This is an optimization exercise on Yosys and OpenROAD, whose aim is small area, a short achievable clock period and few clock cycles, not a production implementation.
Function was checked by simulation only, so behaviour that the tests miss may differ from the original.

### flow/config.mk
export PLATFORM = sky130hd
export DESIGN_NAME = gfrs_enc
export DESIGN_NICKNAME = gfrs_enc
export VERILOG_FILES = /design/flow/design.v
export SDC_FILE = /design/flow/constraint.sdc
export NUM_CORES = 4
export LEC_CHECK = 0
export CAP_MARGIN = 20
export CORE_MARGIN = 2
export CORE_UTILIZATION = 35
export SLEW_MARGIN = 20
### flow/constraint.sdc
create_clock -name core_clock -period 15.0 [get_ports {clk}]
set_input_delay 3.0000 -clock core_clock [delete_from_list [all_inputs] [get_ports {clk}]]
set_output_delay 3.0000 -clock core_clock [all_outputs]
set_load 0.01 [all_outputs]
### flow/design.v
module gfrs_enc (
    input  wire        clk,
    input  wire        rst,           
    input  wire        cmd_valid,
    output wire        cmd_ready,
    input  wire [1:0]  cmd_op,        
    input  wire [3:0]  cmd_k,
    input  wire [15:0] cmd_poly,
    input  wire [15:0] cmd_base,
    input  wire [15:0] cmd_n,
    input  wire [7:0]  cmd_t,
    input  wire        in_valid,
    output wire        in_ready,
    input  wire [15:0] in_data,
    output wire        out_valid,
    input  wire        out_ready,
    output wire [11:0] out_data,
    output reg         done,
    output reg  [3:0]  status,
    output reg  [3:0]  einfo,
    output reg         field_valid
);
    localparam OP_INIT = 2'd0;
    localparam OP_ENC  = 2'd1;
    localparam C_OK      = 4'd0;
    localparam C_ILLEGAL = 4'd1;
    localparam C_ARG     = 4'd2;
    localparam C_NOFIELD = 4'd3;
    localparam I_WORDSIZE  = 4'd1;
    localparam I_POLYDEG   = 4'd2;
    localparam I_NOTPRIM   = 4'd3;
    localparam I_GENBASE   = 4'd4;
    localparam I_ECCOUNT   = 4'd6;
    localparam I_DATACOUNT = 4'd7;
    localparam I_LENGTH    = 4'd8;
    localparam I_CWRANGE   = 4'd9;
    localparam I_TCAP      = 4'd12;
    localparam S_IDLE = 4'd0;
    localparam S_IA   = 4'd1;    
    localparam S_IH   = 4'd2;    
    localparam S_IEXP = 4'd3;
    localparam S_ICHK = 4'd4;
    localparam S_GEN  = 4'd5;
    localparam S_DATA = 4'd6;
    localparam S_PAR  = 4'd7;
    localparam S_WALK = 4'd8;    
    reg [3:0]  state;
    reg        sidle, sdat, spar;    
    reg [11:0] r7x;          
    reg        p2;           
    reg        chk;          
    reg        cerr;         
    reg [2:0]  pcur;         
    reg        w2;           
    reg [11:0] root2;        
    reg        owed;         
    reg        glast;        
    reg [12:0] poly;         
    reg [4:0]  ksel;         
    reg [11:0] alpha_b;      
    reg [18:0] hh;           
    reg [11:0] xreg;         
    reg        vld;          
    reg [3:0]  cnt;
    reg [3:0]  tcnt;         
    reg [11:0] kcnt;         
    reg        cw_err;
    reg        gb_bad;       
    reg        phi, bhi;     
    reg [4:0]  ef;           
    reg [11:0] g [0:7];
    reg [11:0] r [0:7];
    integer i, j, q;
    wire [11:0] kmsb = {ksel[4], 1'b0, ksel[3], 1'b0, ksel[2], 1'b0,
                        ksel[1], 1'b0, ksel[0], 3'b000};
    wire [11:0] fmask = {{2{ksel[4]}}, {2{ksel[3] | ksel[4]}},
                         {2{ksel[2] | ksel[3] | ksel[4]}}, {2{~ksel[0]}}, 4'b1111};
    wire        big   = ksel[3] | ksel[4];
    wire [11:0] xop = xreg ^ r7x;
    reg  [7:0]  c;
    reg  [11:0] v [0:8];
    reg  [7:0]  sel;
    reg  [11:0] m [0:7];
    always @* begin
        for (i = 0; i < 8; i = i + 1)
            c[i] = ^(xop & hh[i +: 12]);
        v[0] = xop;
        for (i = 1; i < 9; i = i + 1) begin
            if (i == 4) begin
                v[i] = xop << i;
                for (j = 0; j < i; j = j + 1)
                    v[i] = v[i] ^ (c[j] ? (poly[11:0] << (i - 1 - j)) : 12'd0);
            end else
                v[i] = {v[i-1][10:0], 1'b0} ^ (c[i-1] ? poly[11:0] : 12'd0);
        end
        for (q = 0; q < 8; q = q + 1) begin
            sel  = p2 ? {4'd0, g[q][11:8]} : g[q][7:0];
            m[q] = 12'd0;
            for (i = 0; i < 8; i = i + 1)
                m[q] = m[q] ^ (sel[i] ? v[i] : 12'd0);
        end
    end
    wire [11:0] pal_n = ksel[0] ? {poly[3:0], 8'd0} : ksel[1] ? {poly[5:0], 6'd0} :
                        ksel[2] ? {poly[7:0], 4'd0} : ksel[3] ? {poly[9:0], 2'd0} :
                        poly[11:0];
    wire        deg_ok = !phi && (ksel[0] ? (poly[12:4] == 9'd1) :
                                  ksel[1] ? (poly[12:6] == 7'd1) :
                                  ksel[2] ? (poly[12:8] == 5'd1) :
                                  ksel[3] ? (poly[12:10] == 3'd1) : poly[12]);
    wire        gb_n   = bhi || ((kcnt & ~fmask) != 12'd0) || ((kcnt & fmask) == fmask);
    reg  [11:0] la;
    reg  [7:0]  hk;
    reg  [18:0] hh_n;
    always @* begin
        la = alpha_b;
        for (i = 0; i < 8; i = i + 1) begin
            hk[i] = la[11];
            la = {la[10:0], 1'b0} ^ (la[11] ? alpha_b : 12'd0);
        end
        for (i = 0; i < 19; i = i + 1)
            hh_n[i] = ksel[0] ? (i == 3 ? 1'b1 : (i > 3 && i < 12) ? hk[(i - 4) % 8] : 1'b0) :
                      ksel[1] ? (i == 5 ? 1'b1 : (i > 5 && i < 14) ? hk[(i - 6) % 8] : 1'b0) :
                      ksel[2] ? (i == 7 ? 1'b1 : (i > 7 && i < 16) ? hk[(i - 8) % 8] : 1'b0) :
                      ksel[3] ? (i == 9 ? 1'b1 : (i > 9 && i < 18) ? hk[(i - 10) % 8] : 1'b0) :
                                (i == 11 ? 1'b1 : (i > 11) ? hk[(i - 12) % 8] : 1'b0);
    end
    localparam [59:0] E4  = {12'd1, 12'd1, 12'd3, 12'd5, 12'd15};
    localparam [59:0] E6  = {12'd1, 12'd1, 12'd9, 12'd21, 12'd63};
    localparam [59:0] E8  = {12'd1, 12'd15, 12'd51, 12'd85, 12'd255};
    localparam [59:0] E10 = {12'd1, 12'd33, 12'd93, 12'd341, 12'd1023};
    localparam [59:0] E12 = {12'd315, 12'd585, 12'd819, 12'd1365, 12'd4095};
    wire [59:0] etab = ksel[0] ? E4 : ksel[1] ? E6 : ksel[2] ? E8 :
                       ksel[3] ? E10 : E12;
    wire [4:0]  ebit = {etab[48 + cnt], etab[36 + cnt], etab[24 + cnt],
                        etab[12 + cnt], etab[cnt]};
    wire [3:0]  klast = ksel[0] ? 4'd3 : ksel[1] ? 4'd5 : ksel[2] ? 4'd7 :
                        ksel[3] ? 4'd9 : 4'd11;
    wire [11:0] a4 = ksel[0] ? {8'd0, poly[3:0]} : 12'd16;    
    wire in_xfer = in_valid & in_ready;
    wire cw_bad  = (in_data & ~{4'd0, fmask}) != 16'd0;
    assign cmd_ready = sidle;
    assign in_ready  = ((sdat && owed && (p2 || !vld || !big)) || glast) && !cerr;
    assign out_valid = spar;
    assign out_data  = r[7];
    wire [11:0] ab_x = {alpha_b[10:0], 1'b0} ^ ((|(alpha_b & kmsb)) ? poly[11:0] : 12'd0);
    wire cmd_ksel_4  = (cmd_k == 4'd4);
    wire [4:0] cmd_ksel = {cmd_k == 4'd12, cmd_k == 4'd10, cmd_k == 4'd8,
                           cmd_k == 4'd6, cmd_k == 4'd4};
    always @(posedge clk) begin
        done  <= 1'b0;
        chk   <= 1'b0;
        cerr  <= 1'b0;
        r7x   <= 12'd0;
        glast <= 1'b0;
        if (in_xfer) owed <= (kcnt != {8'd0, tcnt} + 12'd1);
        if (rst) begin
            state <= S_IDLE; sidle <= 1'b1; sdat <= 1'b0; spar <= 1'b0;
            field_valid <= 1'b0;
        end else begin
            case (state)
            S_IDLE: begin
                tcnt   <= cmd_t[3:0];
                cnt    <= cmd_t[3:0] - 4'd1;
                cw_err <= 1'b0;
                vld    <= 1'b0;
                xreg   <= ab_x;
                root2  <= ab_x;
                pcur   <= 3'd0;
                p2     <= 1'b0;
                w2     <= 1'b0;
                for (j = 0; j < 8; j = j + 1) begin
                    g[j] <= (j == 7) ? alpha_b : 12'd0;
                    r[j] <= 12'd0;
                end
                kcnt   <= cmd_op[0] ? cmd_n[11:0] : cmd_base[11:0];
                owed   <= (cmd_n[11:0] != {8'd0, cmd_t[3:0]});
                ef     <= {!field_valid, cmd_t == 8'd0, cmd_n <= {8'd0, cmd_t},
                           (cmd_n & ~{4'd0, fmask}) != 16'd0, cmd_t > 8'd8};
                if (cmd_valid) begin
                    case (cmd_op)
                    OP_INIT: begin
                        poly  <= cmd_poly[12:0];
                        phi   <= |cmd_poly[15:13];
                        bhi   <= |cmd_base[15:12];
                        ksel  <= cmd_ksel;
                        state <= S_IA; sidle <= 1'b0; sdat <= 1'b0; spar <= 1'b0;
                    end
                    OP_ENC: begin
                        chk   <= 1'b1;
                        cerr  <= !field_valid || cmd_t == 8'd0 || cmd_n <= {8'd0, cmd_t} ||
                                 (cmd_n & ~{4'd0, fmask}) != 16'd0 || cmd_t > 8'd8;
                        glast <= (cmd_t == 8'd2) && !big;
                        state <= (cmd_t == 8'd1) ? S_DATA : S_GEN;
                        sidle <= 1'b0; sdat <= (cmd_t == 8'd1); spar <= 1'b0;
                    end
                    default: begin
                        status <= C_ILLEGAL; einfo <= 4'd0;
                        done <= 1'b1;
                    end
                    endcase
                end
            end
            S_IA: begin
                alpha_b <= pal_n;
                gb_bad  <= gb_n;
                state <= S_IH; sidle <= 1'b0; sdat <= 1'b0; spar <= 1'b0;
                if (ksel == 5'd0) begin
                    field_valid <= 1'b0;
                    status <= C_ARG; einfo <= I_WORDSIZE;
                    done <= 1'b1; state <= S_IDLE; sidle <= 1'b1; sdat <= 1'b0; spar <= 1'b0;
                end else if (!deg_ok) begin
                    field_valid <= 1'b0;
                    status <= C_ARG; einfo <= I_POLYDEG;
                    done <= 1'b1; state <= S_IDLE; sidle <= 1'b1; sdat <= 1'b0; spar <= 1'b0;
                end
            end
            S_IH: if (big) begin
                hh      <= hh_n;
                alpha_b <= kcnt;                             
                kcnt    <= fmask - 12'd1;
                xreg    <= 12'd2;
                state <= S_WALK; sidle <= 1'b0; sdat <= 1'b0; spar <= 1'b0;
            end else begin
                hh    <= hh_n;
                kcnt  <= kcnt >> 2;
                cnt   <= 4'd2;
                xreg  <= a4;
                g[0]  <= a4;
                g[1]  <= 12'd8;                              
                g[2]  <= 12'd2;                              
                g[3]  <= (ksel[0] || ksel[2] || ksel[4]) ? 12'd8 : 12'd2;
                g[4]  <= ksel[2] ? 12'd8 : 12'd2;
                g[5]  <= ksel[4] ? 12'd8 : 12'd2;
                g[6]  <= 12'd1 << kcnt[1:0];
                state <= S_IEXP; sidle <= 1'b0; sdat <= 1'b0; spar <= 1'b0;
            end
            S_IEXP: begin
                g[0] <= m[0];
                xreg <= m[0];
                for (j = 1; j < 6; j = j + 1)
                    if (ebit[j-1]) g[j] <= m[j];
                if (kcnt[0]) g[6] <= m[6];
                kcnt <= kcnt >> 1;
                cnt  <= cnt + 4'd1;
                if (cnt == klast) state <= S_ICHK;
            end
            S_ICHK: begin
                if (g[1] != 12'd1 || g[2] == 12'd1 || g[3] == 12'd1 ||
                    g[4] == 12'd1 || g[5] == 12'd1) begin
                    field_valid <= 1'b0;
                    status <= C_ARG; einfo <= I_NOTPRIM;
                end else if (gb_bad) begin
                    field_valid <= 1'b0;
                    status <= C_ARG; einfo <= I_GENBASE;
                end else begin
                    field_valid <= 1'b1;
                    alpha_b <= g[6];
                    status <= C_OK; einfo <= 4'd0;
                end
                done <= 1'b1; state <= S_IDLE; sidle <= 1'b1; sdat <= 1'b0; spar <= 1'b0;
            end
            S_WALK: if (!w2) begin
                if (kcnt == 12'd0) begin
                    if (xreg != 12'd1) begin
                        field_valid <= 1'b0;
                        status <= C_ARG; einfo <= I_NOTPRIM;
                        done <= 1'b1; state <= S_IDLE; sidle <= 1'b1; sdat <= 1'b0; spar <= 1'b0;
                    end else if (gb_bad) begin
                        field_valid <= 1'b0;
                        status <= C_ARG; einfo <= I_GENBASE;
                        done <= 1'b1; state <= S_IDLE; sidle <= 1'b1; sdat <= 1'b0; spar <= 1'b0;
                    end else begin
                        w2   <= 1'b1;
                        kcnt <= alpha_b;
                    end
                end else if (xreg == 12'd1) begin
                    field_valid <= 1'b0;
                    status <= C_ARG; einfo <= I_NOTPRIM;
                    done <= 1'b1; state <= S_IDLE; sidle <= 1'b1; sdat <= 1'b0; spar <= 1'b0;
                end else begin
                    xreg <= v[1];
                    kcnt <= kcnt - 12'd1;
                end
            end else begin
                if (kcnt == 12'd0) begin
                    field_valid <= 1'b1;
                    alpha_b <= xreg;
                    status <= C_OK; einfo <= 4'd0;
                    done <= 1'b1; state <= S_IDLE; sidle <= 1'b1; sdat <= 1'b0; spar <= 1'b0;
                end else begin
                    xreg <= v[1];
                    kcnt <= kcnt - 12'd1;
                end
            end
            S_GEN: if (big && pcur != 3'd7) begin
                for (j = 0; j < 7; j = j + 1)
                    if (pcur == j) g[j] <= g[j] ^ m[j+1];
                if (!p2) begin
                    xreg <= v[8];
                    p2   <= 1'b1;
                end else begin
                    glast <= (cnt == 4'd1) && (pcur == 3'd6);
                    xreg <= root2;
                    p2   <= 1'b0;
                    pcur <= pcur + 3'd1;
                end
            end else begin
                for (j = 0; j < 7; j = j + 1)
                    if (!big) g[j] <= g[j] ^ m[j+1];
                g[7]  <= g[7] ^ xreg;
                xreg  <= v[1];
                root2 <= v[1];
                pcur  <= 3'd0;
                cnt   <= cnt - 4'd1;
                glast <= (cnt == 4'd2) && !big;
                if (in_xfer) begin
                    xreg <= in_data[11:0];
                    vld  <= 1'b1;
                    kcnt <= kcnt - 12'd1;
                    if (cw_bad) cw_err <= 1'b1;
                end
                if (cnt == 4'd1) begin
                    state <= S_DATA; sidle <= 1'b0; sdat <= 1'b1; spar <= 1'b0;
                end
            end
            S_DATA: if (big && vld && !p2) begin
                for (j = 0; j < 8; j = j + 1)
                    r[j] <= ((j == 0) ? 12'd0 : r[j-1]) ^ m[j];
                xreg  <= v[8];
                p2    <= 1'b1;
            end else begin
                if (p2) begin
                    for (j = 0; j < 8; j = j + 1)
                        r[j] <= r[j] ^ m[j];
                    r7x <= r[7] ^ m[7];
                end else if (vld) begin
                    for (j = 0; j < 8; j = j + 1)
                        r[j] <= ((j == 0) ? 12'd0 : r[j-1]) ^ m[j];
                    r7x <= r[6] ^ m[7];
                end else
                    r7x <= r[7];
                p2    <= 1'b0;
                if (in_xfer) begin
                    xreg <= in_data[11:0];
                    vld  <= 1'b1;
                    kcnt <= kcnt - 12'd1;
                    if (cw_bad) cw_err <= 1'b1;
                end else begin
                    xreg <= 12'd0;
                    vld  <= 1'b0;
                end
                if ((p2 || (vld && !big)) && !owed) begin
                    cnt   <= tcnt;
                    r7x   <= 12'd0;
                    if (cw_err) begin
                        status <= C_ARG; einfo <= I_CWRANGE;
                        done <= 1'b1; state <= S_IDLE; sidle <= 1'b1; sdat <= 1'b0; spar <= 1'b0;
                    end else begin
                        state <= S_PAR; sidle <= 1'b0; sdat <= 1'b0; spar <= 1'b1;
                    end
                end
            end
            S_PAR: if (out_ready) begin
                for (j = 0; j < 8; j = j + 1)
                    r[j] <= ((j == 0) ? 12'd0 : r[j-1]) ^ m[j];
                cnt <= cnt - 4'd1;
                if (cnt == 4'd1) begin
                    status <= C_OK; einfo <= 4'd0;
                    done <= 1'b1; state <= S_IDLE; sidle <= 1'b1; sdat <= 1'b0; spar <= 1'b0;
                end
            end
            default: begin state <= S_IDLE; sidle <= 1'b1; sdat <= 1'b0; spar <= 1'b0; end
            endcase
            if (chk && ef != 5'd0) begin
                status <= ef[4] ? C_NOFIELD : C_ARG;
                einfo  <= ef[4] ? 4'd0 : ef[3] ? I_ECCOUNT : ef[2] ? I_DATACOUNT :
                          ef[1] ? I_LENGTH : I_TCAP;
                done   <= 1'b1;
                glast  <= 1'b0;
                state <= S_IDLE; sidle <= 1'b1; sdat <= 1'b0; spar <= 1'b0;
                r7x    <= 12'd0;
            end
        end
    end
endmodule
### flow/flow/run.sh
#!/bin/bash
set -euo pipefail
bash standard.sh SETUP_SLACK_MARGIN=9.8 cts > make_cts.log 2>&1
bash standard.sh SETUP_SLACK_MARGIN=9.4 finish > make.log 2>&1
### flow/standard.sh
#!/bin/bash
# synth_recipe.tcl (not shown) runs the flow's synth.tcl, then flattens the netlist and writes it again
# the make line also repeats each setting of config.mk as NAME=value (left out here)
make -C /OpenROAD-flow-scripts/flow DESIGN_CONFIG=/design/flow/config.mk WORK_HOME=/design/flow/orfs CLKGATE_MAP_FILE= SYNTH_SCRIPT=/design/flow/synth_recipe.tcl "${@:-finish}"
==> impl_metrics.csv, run 1 <==
group,metric,value,unit
global_route,use_met1,0.395,
worst_setup_path,path_max_fanout,10,
worst_setup_path,critPathLaunchType,"flip-flop",
synthesis,synth_flop_cell,"edfxtp_1",
floorplan,initial_core_util,0.351,
cells_and_area,drive_gt1_frac,0.0960,
timing,clock.fmax,182,MHz
global_route,grt-ovfl-total,0,
routing,viasPerCell,5.98,
clocking,tritoncts,"built",
synthesis,async_flop_share,0,
synthesis,seq_area_frac_synth,0.284,
routing,ant_nets,0,
cells_and_area,fin_area,39400,um^2
place,place_congestion,1.08,
global_route,grt_pass1_vias,31100,
timing,worst_pin_slew,1310,ps
clocking,clockBufferDepth,3,
routing,vias,32900,
global_route,top_usage_layer,"met2",
floorplan,dieArea,99200,um^2
worst_setup_path,worstPathRequired,15370,ps
synthesis,synth-seq-cells,328,
place,numPortBuffers,105,
clocking,h-tree-depth,2,
worst_setup_path,path_class,"flip-flop to flip-flop",
global_route,grt_pass1_wl,223000,um
worst_setup_path,critPathArrivalTime,5850,ps
clocking,clock_latency,640,ps
timing,min_period,5480,ps
floorplan,coreArea,96300,um^2
synthesis,syn_area_per_cell,8.24,um^2
synthesis,yosysWarnings,5,
cells_and_area,synthToLayoutAreaGrowth,16.4,%
clocking,cts_root_buf,"clkbuf_16",
clocking,numCtsBuffers,42,
timing,setup_tns,0,ps
run_status,status,"timing/DRC/antenna clean",
timing,finalMaxSlewViolations,0,
global_route,met3_usage,0.105,
synthesis,syn_area,33800,um^2
timing,post-route-period-util,0.365,
place,placed_area,36600,um^2
floorplan,row_count,114,
cells_and_area,finalNonFillerCells,5498,
synthesis,synth_cell_types,81,
routing,drc,0,
timing,setup_viol,0,
worst_hold_path,min_path_type,"flip-flop to flip-flop",
worst_setup_path,critPathCaptureType,"flip-flop",
timing,grt_setup_unrepaired,"no",
floorplan,die_w,315,um
synthesis,synthCells,4106,
job,maxCapViolations,0,
place,placed_cells,5357,
timing,slew_headroom,0.124,
routing,drt_iter0_drc,5585,
floorplan,die_h,315,um
clocking,clock_sinks,328,
timing,finalWorstSetupSlack,9520,ps
synthesis,synth_edf_count,303,
clocking,clk_pin_slew,60,ps
place,dp_slack,8200,ps
place,hpwl,114000,um
timing,hold_viol,0,
timing,fin_skew,62.8,ps
cells_and_area,final_nets,4301,
clocking,cts_hold_repair.buffers,0,
routing,drtPass1Iterations,6,
global_route,grt_max_degree,62,
routing,wire_per_inst,28.8,um
global_route,track_usage,0.311,
routing,wirelength,159000,um
global_route,met2_usage,0.442,
cells_and_area,postLayoutCoreUtil,0.409,
floorplan,io_pins,108,
global_route,antenna_found_initial,5,
-- layout by cell type, fill, tap and decap left out, types with 28 or more instances in the layout --
cell | synthesis | routed
nand3_1 | 28 | 28
inv_1 | 40 | 38
xnor2_2 | 19 | 31
o22ai_1 | 66 | 66
nor3_1 | 96 | 92
xnor3_1 | 51 | 31
nor2b_1 | 43 | 43
nand2_1 | 481 | 478
ha_1 | 30 | 30
a21oi_1 | 146 | 141
mux2i_1 | 94 | 81
o21ai_0 | 134 | 132
edfxtp_1 | 303 | 303
xor2_1 | 243 | 233
clkdlybuf4s50_1 | 0 | 104
clkbuf_16 | 0 | 42
buf_4 | 7 | 160
nor2_1 | 837 | 830
xnor2_1 | 810 | 778
-- path summary, 6_finish.rpt --
kind	from	end	slack, ps	depth (start not counted)
min	sidle	sidle	500	2
max reg2reg	xreg[10]	g[4][10]	9520	17
max	xreg[10]	g[4][10]	9520	17
min reg2reg	sidle	sidle	500	2
-- logic make-up (layout without fill, tap and decap cells) --
logic type / Yosys count / in the layout / synth area share
AO/OA/AOI/OAI: 592 / 592 / 0.112
flip-flops: 328 / 328 / 0.284
multiplexers: 99 / 99 / 0.0295
XOR/XNOR: 1149 / 1151 / 0.331
buffers and inverters: 283 / 394 / 0.0328
AND/OR/NAND/NOR: 1624 / 1624 / 0.200
adder cells (fa/ha/maj): 30 / 30 / 0.0111
other: 1 / 4 / 0.000111
-- area by class of cell --
type / instances / area [um^2]
clock buffer: 57 / 1130
clock inverter: 19 / 224
sequential: 328 / 9600
inverter: 43 / 165
fill: 9601 / 56900
tap: 1276 / 1600
multi-input combinational: 3498 / 24200
timing repair buffer: 275 / 2430
antenna: 2 / 5.00
-- critical path, cell delays in order (launching register included) --
cell	delay, ps
edfxtp_1	360
buf_4	190
xnor2_4	210
o211ai_1	320
nand2_1	150
xnor2_2	240
xnor3_4	640
nand2_1	150
xnor3_1	580
xnor2_4	250
buf_12	160
nor2_1	60
xnor2_1	520
xnor2_1	190
xnor2_1	370
xor2_1	440
xor2_1	140
a22o_1	200
-- sequential cells by signal (all words and copies together) (netlist names), 2 cells and up --
| register | flops |
|---|---|
| g | 96 |
| r | 96 |
| hh | 16 |
| poly | 13 |
| alpha_b | 12 |
| kcnt | 12 |
| r7x | 12 |
| root2 | 12 |
| xreg | 12 |
| ef | 5 |
| ksel | 5 |
| cnt | 4 |
| einfo | 4 |
| state | 4 |
| tcnt | 4 |
| pcur | 3 |
| status | 2 |
-- what timing repair did --
action / in CTS / in global routing
gates cloned: 2 / 0
pin swaps: 31 / 0
setup buffers: 61 / 0
setup endpoints to repair: 251 / 2
resized for setup: 119 / 1
-- cells in the mapped netlist, types with 27 or more instances --
| cell | n | share of area |
|---|---|---|
| edfxtp_1 | 303 | 0.27 |
| nor4_1 | 27 | 0.0050 |
| ha_1 | 30 | 0.011 |
| xnor2_1 | 810 | 0.21 |
| nor2_1 | 837 | 0.093 |
| mux2i_1 | 94 | 0.028 |
| nand2_1 | 481 | 0.053 |
| o21ai_0 | 134 | 0.020 |
| inv_1 | 40 | 0.0044 |
| nor3_1 | 96 | 0.014 |
| o22ai_1 | 66 | 0.012 |
| xnor3_1 | 51 | 0.034 |
| a21oi_1 | 146 | 0.022 |
| clkbuf_1 | 198 | 0.022 |
| nand3_1 | 28 | 0.0041 |
| xor2_1 | 243 | 0.063 |
| nor2b_1 | 43 | 0.0079 |
-- stage by stage --
stage	hold WS [ps]
2_1_floorplan	424
3_3_place_gp	480
3_5_place_dp	483
4_1_cts	500
5_1_grt	525
6_report	503
-- metal layers --
metal  routed length, um  vias up  part of all wire
li1                    -    14000                 -
met5                 196        -            0.0012
met1               58900    15600              0.37
met3               22600      630              0.14
met2               64000     2611              0.40
met4               12900        6             0.082
Testbench counts, summed over its fixed seeds: cycles 15,522.
==> run 2, diff against run 1 <==
--- a/flow/design.v
+++ b/flow/design.v
@@ -36,7 +36,6 @@
     localparam I_CWRANGE   = 4'd9;
     localparam I_TCAP      = 4'd12;
     localparam S_IDLE = 4'd0;
-    localparam S_IA   = 4'd1;    
     localparam S_IH   = 4'd2;    
     localparam S_IEXP = 4'd3;
     localparam S_ICHK = 4'd4;
@@ -46,10 +45,10 @@
     localparam S_WALK = 4'd8;    
     reg [3:0]  state;
     reg        sidle, sdat, spar;    
+    reg        pre;          
     reg [11:0] r7x;          
     reg        p2;           
     reg        chk;          
-    reg        cerr;         
     reg [2:0]  pcur;         
     reg        w2;           
     reg [11:0] root2;        
@@ -100,9 +99,16 @@
                 m[q] = m[q] ^ (sel[i] ? v[i] : 12'd0);
         end
     end
-    wire [11:0] pal_n = ksel[0] ? {poly[3:0], 8'd0} : ksel[1] ? {poly[5:0], 6'd0} :
-                        ksel[2] ? {poly[7:0], 4'd0} : ksel[3] ? {poly[9:0], 2'd0} :
-                        poly[11:0];
+    reg  [11:0] cmd_pal;
+    always @* begin
+        case (cmd_k)
+        4'd4:    cmd_pal = {cmd_poly[3:0], 8'd0};
+        4'd6:    cmd_pal = {cmd_poly[5:0], 6'd0};
+        4'd8:    cmd_pal = {cmd_poly[7:0], 4'd0};
+        4'd10:   cmd_pal = {cmd_poly[9:0], 2'd0};
+        default: cmd_pal = cmd_poly[11:0];
+        endcase
+    end
     wire        deg_ok = !phi && (ksel[0] ? (poly[12:4] == 9'd1) :
                                   ksel[1] ? (poly[12:6] == 7'd1) :
                                   ksel[2] ? (poly[12:8] == 5'd1) :
@@ -139,7 +145,7 @@
     wire in_xfer = in_valid & in_ready;
     wire cw_bad  = (in_data & ~{4'd0, fmask}) != 16'd0;
     assign cmd_ready = sidle;
-    assign in_ready  = ((sdat && owed && (p2 || !vld || !big)) || glast) && !cerr;
+    assign in_ready  = (sdat && owed && (p2 || !vld || !big)) || glast;
     assign out_valid = spar;
     assign out_data  = r[7];
     wire [11:0] ab_x = {alpha_b[10:0], 1'b0} ^ ((|(alpha_b & kmsb)) ? poly[11:0] : 12'd0);
@@ -149,9 +155,9 @@
     always @(posedge clk) begin
         done  <= 1'b0;
         chk   <= 1'b0;
-        cerr  <= 1'b0;
         r7x   <= 12'd0;
         glast <= 1'b0;
+        pre   <= 1'b0;
         if (in_xfer) owed <= (kcnt != {8'd0, tcnt} + 12'd1);
         if (rst) begin
             state <= S_IDLE; sidle <= 1'b1; sdat <= 1'b0; spar <= 1'b0;
@@ -173,6 +179,7 @@
                     r[j] <= 12'd0;
                 end
                 kcnt   <= cmd_op[0] ? cmd_n[11:0] : cmd_base[11:0];
+                pre    <= 1'b1;
                 owed   <= (cmd_n[11:0] != {8'd0, cmd_t[3:0]});
                 ef     <= {!field_valid, cmd_t == 8'd0, cmd_n <= {8'd0, cmd_t},
                            (cmd_n & ~{4'd0, fmask}) != 16'd0, cmd_t > 8'd8};
@@ -183,14 +190,22 @@
                         phi   <= |cmd_poly[15:13];
                         bhi   <= |cmd_base[15:12];
                         ksel  <= cmd_ksel;
-                        state <= S_IA; sidle <= 1'b0; sdat <= 1'b0; spar <= 1'b0;
+                        alpha_b <= cmd_pal;
+                        state <= S_IH; sidle <= 1'b0; sdat <= 1'b0; spar <= 1'b0;
                     end
                     OP_ENC: begin
                         chk   <= 1'b1;
-                        cerr  <= !field_valid || cmd_t == 8'd0 || cmd_n <= {8'd0, cmd_t} ||
-                                 (cmd_n & ~{4'd0, fmask}) != 16'd0 || cmd_t > 8'd8;
                         glast <= (cmd_t == 8'd2) && !big;
                         state <= (cmd_t == 8'd1) ? S_DATA : S_GEN;
+                        if (pre && !big && cmd_t > 8'd2) begin
+                            for (j = 0; j < 7; j = j + 1)
+                                g[j] <= g[j] ^ m[j+1];
+                            g[7]  <= g[7] ^ xreg;
+                            xreg  <= v[1];
+                            root2 <= v[1];
+                            cnt   <= cmd_t[3:0] - 4'd2;
+                            glast <= (cmd_t == 8'd3);
+                        end
                         sidle <= 1'b0; sdat <= (cmd_t == 8'd1); spar <= 1'b0;
                     end
                     default: begin
@@ -200,27 +215,23 @@
                     endcase
                 end
             end
-            S_IA: begin
-                alpha_b <= pal_n;
+            S_IH: if (ksel == 5'd0) begin
+                field_valid <= 1'b0;
+                status <= C_ARG; einfo <= I_WORDSIZE;
+                done <= 1'b1; state <= S_IDLE; sidle <= 1'b1; sdat <= 1'b0; spar <= 1'b0;
+            end else if (!deg_ok) begin
+                field_valid <= 1'b0;
+                status <= C_ARG; einfo <= I_POLYDEG;
+                done <= 1'b1; state <= S_IDLE; sidle <= 1'b1; sdat <= 1'b0; spar <= 1'b0;
+            end else if (big) begin
                 gb_bad  <= gb_n;
-                state <= S_IH; sidle <= 1'b0; sdat <= 1'b0; spar <= 1'b0;
-                if (ksel == 5'd0) begin
-                    field_valid <= 1'b0;
-                    status <= C_ARG; einfo <= I_WORDSIZE;
-                    done <= 1'b1; state <= S_IDLE; sidle <= 1'b1; sdat <= 1'b0; spar <= 1'b0;
-                end else if (!deg_ok) begin
-                    field_valid <= 1'b0;
-                    status <= C_ARG; einfo <= I_POLYDEG;
-                    done <= 1'b1; state <= S_IDLE; sidle <= 1'b1; sdat <= 1'b0; spar <= 1'b0;
-                end
-            end
-            S_IH: if (big) begin
                 hh      <= hh_n;
                 alpha_b <= kcnt;                             
                 kcnt    <= fmask - 12'd1;
                 xreg    <= 12'd2;
                 state <= S_WALK; sidle <= 1'b0; sdat <= 1'b0; spar <= 1'b0;
             end else begin
+                gb_bad <= gb_n;
                 hh    <= hh_n;
                 kcnt  <= kcnt >> 2;
                 cnt   <= 4'd2;
@@ -367,6 +378,11 @@
                 if (cnt == 4'd1) begin
                     status <= C_OK; einfo <= 4'd0;
                     done <= 1'b1; state <= S_IDLE; sidle <= 1'b1; sdat <= 1'b0; spar <= 1'b0;
+                    for (j = 0; j < 8; j = j + 1)
+                        g[j] <= (j == 7) ? alpha_b : 12'd0;
+                    xreg  <= ab_x;
+                    root2 <= ab_x;
+                    pre   <= 1'b1;
                 end
             end
             default: begin state <= S_IDLE; sidle <= 1'b1; sdat <= 1'b0; spar <= 1'b0; end
@@ -376,7 +392,6 @@
                 einfo  <= ef[4] ? 4'd0 : ef[3] ? I_ECCOUNT : ef[2] ? I_DATACOUNT :
                           ef[1] ? I_LENGTH : I_TCAP;
                 done   <= 1'b1;
-                glast  <= 1'b0;
                 state <= S_IDLE; sidle <= 1'b1; sdat <= 1'b0; spar <= 1'b0;
                 r7x    <= 12'd0;
             end
==> flow/flow/run.sh (replaced) <==
#!/bin/bash
set -euo pipefail
bash standard.sh SETUP_SLACK_MARGIN=10 cts > make_cts.log 2>&1
bash standard.sh SETUP_SLACK_MARGIN=9.5 finish > make.log 2>&1
==> run 2 against run 1 <==
Count of clock-buffer cells in the layout decreased by 2; worst hold slack got worse by 31 ps; design area grew 7.8%; critical path type unchanged.
==> impl_metrics.csv, run 2 <==
group,metric,value,unit
synthesis,synth_flop_cell,"edfxtp_1",
timing,clock.fmax,185,MHz
timing,fin_skew,36.5,ps
global_route,grt_pass1_wl,235000,um
timing,grt_setup_unrepaired,"no",
synthesis,synth_compound_gate_area_share,0.117,
synthesis,synth.most_common_cell,"xnor2_1",
routing,viasPerCell,5.95,
clocking,clk_pin_slew,70,ps
floorplan,io_pins,108,
place,dp_slack,8110,ps
place,placed_cells,5468,
floorplan,die_w,320,um
routing,vias,34100,
place,numPortBuffers,105,
cells_and_area,postLayoutCoreUtil,0.431,
cells_and_area,reg.largest.list,"g (96), r (96), hh (16)",
synthesis,yosysWarnings,5,
timing,setup_viol,0,
global_route,grt_pass1_vias,32200,
worst_setup_path,path_class,"flip-flop to flip-flop",
worst_hold_path,hold_depth,1,
clocking,clockBufferDepth,3,
worst_hold_path,whs_endpoint,"sidle",
worst_setup_path,critPathLaunchType,"flip-flop",
routing,drtPass1Iterations,10,
floorplan,row_count,115,
timing,whs,472,ps
worst_setup_path,path_max_fanout,13,
place,placed_area,37600,um^2
clocking,numCtsBuffers,41,
worst_setup_path,regToRegSetupSlack,9590,ps
routing,wire_per_inst,29.0,um
place,hpwl,115000,um
timing,setup_tns,0,ps
job,maxCapViolations,0,
timing,finalWorstSetupSlack,9590,ps
worst_hold_path,hp-start,"sidle",
clocking,clock_sinks,328,
clocking,cts_root_buf,"clkbuf_16",
synthesis,synthTopCellsByCount,"xnor2_1 (844), nor2_1 (805), nand2_1 (541)",
synthesis,seq_area_frac_synth,0.275,
synthesis,synth-simple-area-share,0.193,
synthesis,synth_top_cell_area_share,0.261,
synthesis,syn_area,34800,um^2
worst_setup_path,critPathCaptureType,"flip-flop",
timing,min_period,5410,ps
synthesis,synth_xor_area_frac,0.339,
timing,post-route-period-util,0.360,
worst_setup_path,reg2reg_depth,18,
floorplan,initial_core_util,0.354,
routing,drc,0,
timing,finalMaxSlewViolations,0,
synthesis,synth_top_family_by_area,"XOR/XNOR gates",
place,place_congestion,1.06,
synthesis,synthCells,4212,
timing,hold_viol,0,
timing,slew_headroom,0.173,
cells_and_area,seqCellArea,9600,um^2
synthesis,synth.area.top_cells,"edfxtp_1 (26%), xnor2_1 (21%), nor2_1 (8.7%)",
synthesis,synth_cell_types,87,
cells_and_area,drive_gt1_frac,0.148,
worst_setup_path,r2r_start,"xreg[5]",
cells_and_area,fin_area,42400,um^2
synthesis,synth-seq-cells,328,
synthesis,synth_mux_area_frac,0.0288,
synthesis,synth_edf_count,303,
global_route,grt_max_degree,132,
cells_and_area,final_nets,4527,
cells_and_area,multi_input_area,26000,um^2
routing,wirelength,166000,um
global_route,track_usage,0.317,
worst_setup_path,worstPathRequired,15310,ps
synthesis,syn_area_per_cell,8.27,um^2
clocking,h-tree-depth,2,
worst_hold_path,min_path_type,"flip-flop to flip-flop",
worst_setup_path,r2r-end,"r[3][5]",
clocking,clock_latency,620,ps
synthesis,yosysTopAreaCell,"edfxtp_1",
routing,ant_nets,0,
cells_and_area,final_cell_mix,"nor2_1 (795), xnor2_1 (730), nand2_1 (534)",
cells_and_area,layout_commonest_cell,"nor2_1",
global_route,grt-ovfl-total,0,
synthesis,synthAdderAreaFrac,0.0122,
synthesis,async_flop_share,0,
worst_setup_path,critPathArrivalTime,5720,ps
cells_and_area,finalNonFillerCells,5731,
cells_and_area,n_fill_cell,9653,
cells_and_area,synthToLayoutAreaGrowth,21.8,%
floorplan,dieArea,102000,um^2
floorplan,die_h,320,um
clocking,tritoncts,"built",
global_route,antenna_found_initial,5,
floorplan,coreArea,98600,um^2
routing,drt_iter0_drc,5236,
run_status,status,"timing/DRC/antenna clean",
timing,worst_pin_slew,1230,ps
-- run 2: worst max-delay path by stage --
stage                     startpoint  endpoint  slack, ps  depth (start not counted)
after floorplan                  rst   r[0][0]       9420                          3
after global placement     cmd_op[0]   g[3][1]       8180                         11
after detailed placement   cmd_op[0]  g[1][10]       8110                         11
after CTS                    xreg[5]    r7x[5]       9910                         19
after global routing        xreg[11]    r7x[9]       9510                         16
final                        xreg[5]   r[3][5]       9590                         18
-- run 2: repair_timing --
item                                    4_1_cts  5_1_grt
resized for setup                           275        2
pin swaps                                   102        1
endpoints found under the hold margin         0        0
setup buffers                               180        0
hold buffers                                  0        0
cloned                                        6        0
endpoints found under the setup margin      381        2
-- run 2: metal layers --
layer	routed length, um	vias up	global-route usage
met5	28	-	0
met1	60400	16200	0.399
li1	-	14600	-
met3	22100	689	0.0869
met2	68300	2643	0.459
met4	15500	4	0.241
-- run 2: cells by family (layout without fill, tap and decap cells) --
| kind of cell | after synthesis | in the layout |
|---|---|---|
| and+or+nand+nor | 1618 | 1618 |
| xor gates and xnor gates | 1193 | 1196 |
| AOI/OAI and AO/OA | 650 | 650 |
| DFF | 328 | 328 |
| buffers and inverters | 295 | 521 |
| muxes | 93 | 93 |
| adders and majority gates | 34 | 34 |
| other | 1 | 4 |
-- run 2: layout make-up --
cell class              count  share of cell area
multi-input cells        3593               0.613
inverters                  46             0.00416
diodes                      2            0.000118
clock buffers              55              0.0271
clock inverters            20             0.00313
repair buffers            400              0.0881
well taps                1287              0.0379
flip-flops and latches    328               0.226
-- run 2: critical path, stage by stage (launching register included) --
cell and delay, ps:
edfxtp_1 510, xnor2_1 230, buf_6 220, nor2_1 90, xnor2_2 210, xnor3_2 480, buf_4 160, mux2i_2 250
xnor2_2 200, buf_4 350, xor2_4 200, buf_4 210, nor2_1 70, xnor2_1 150, xnor2_1 900, xnor2_1 260
xor2_1 360, xnor2_1 160, o22ai_1 100
Testbench counts of run 2, summed over its fixed seeds: cycles 15,407.

[re-timing with driven ports]
No port has a modelled driver above. Below, the same layouts with a new extraction and two added sets of constraints.
Step 1 assumes that a clkbuf_16 drives the clock port and a buf_2 every other input.
Step 2 moves the port delays by t, midway between the first and last clock arrival at a register: inputs arrive t later, outputs are due t later. That takes back most of the time a late clock gives input paths.
Three values: ideal, step 1, step 2; two values: the first two.
run	t, ns	setup WS [ns]	slew at the worst register clock pin (ns)
run 1	0.680	9.519 / 9.519 / 9.388	0.07 / 0.07
run 2	0.673	9.594 / 9.594 / 9.301	0.07 / 0.07
After both steps setup and hold are still met in every run listed. The setup slack of run 2, which loses most, moves by 0.000 ns with the drivers and by -0.293 ns with both steps.
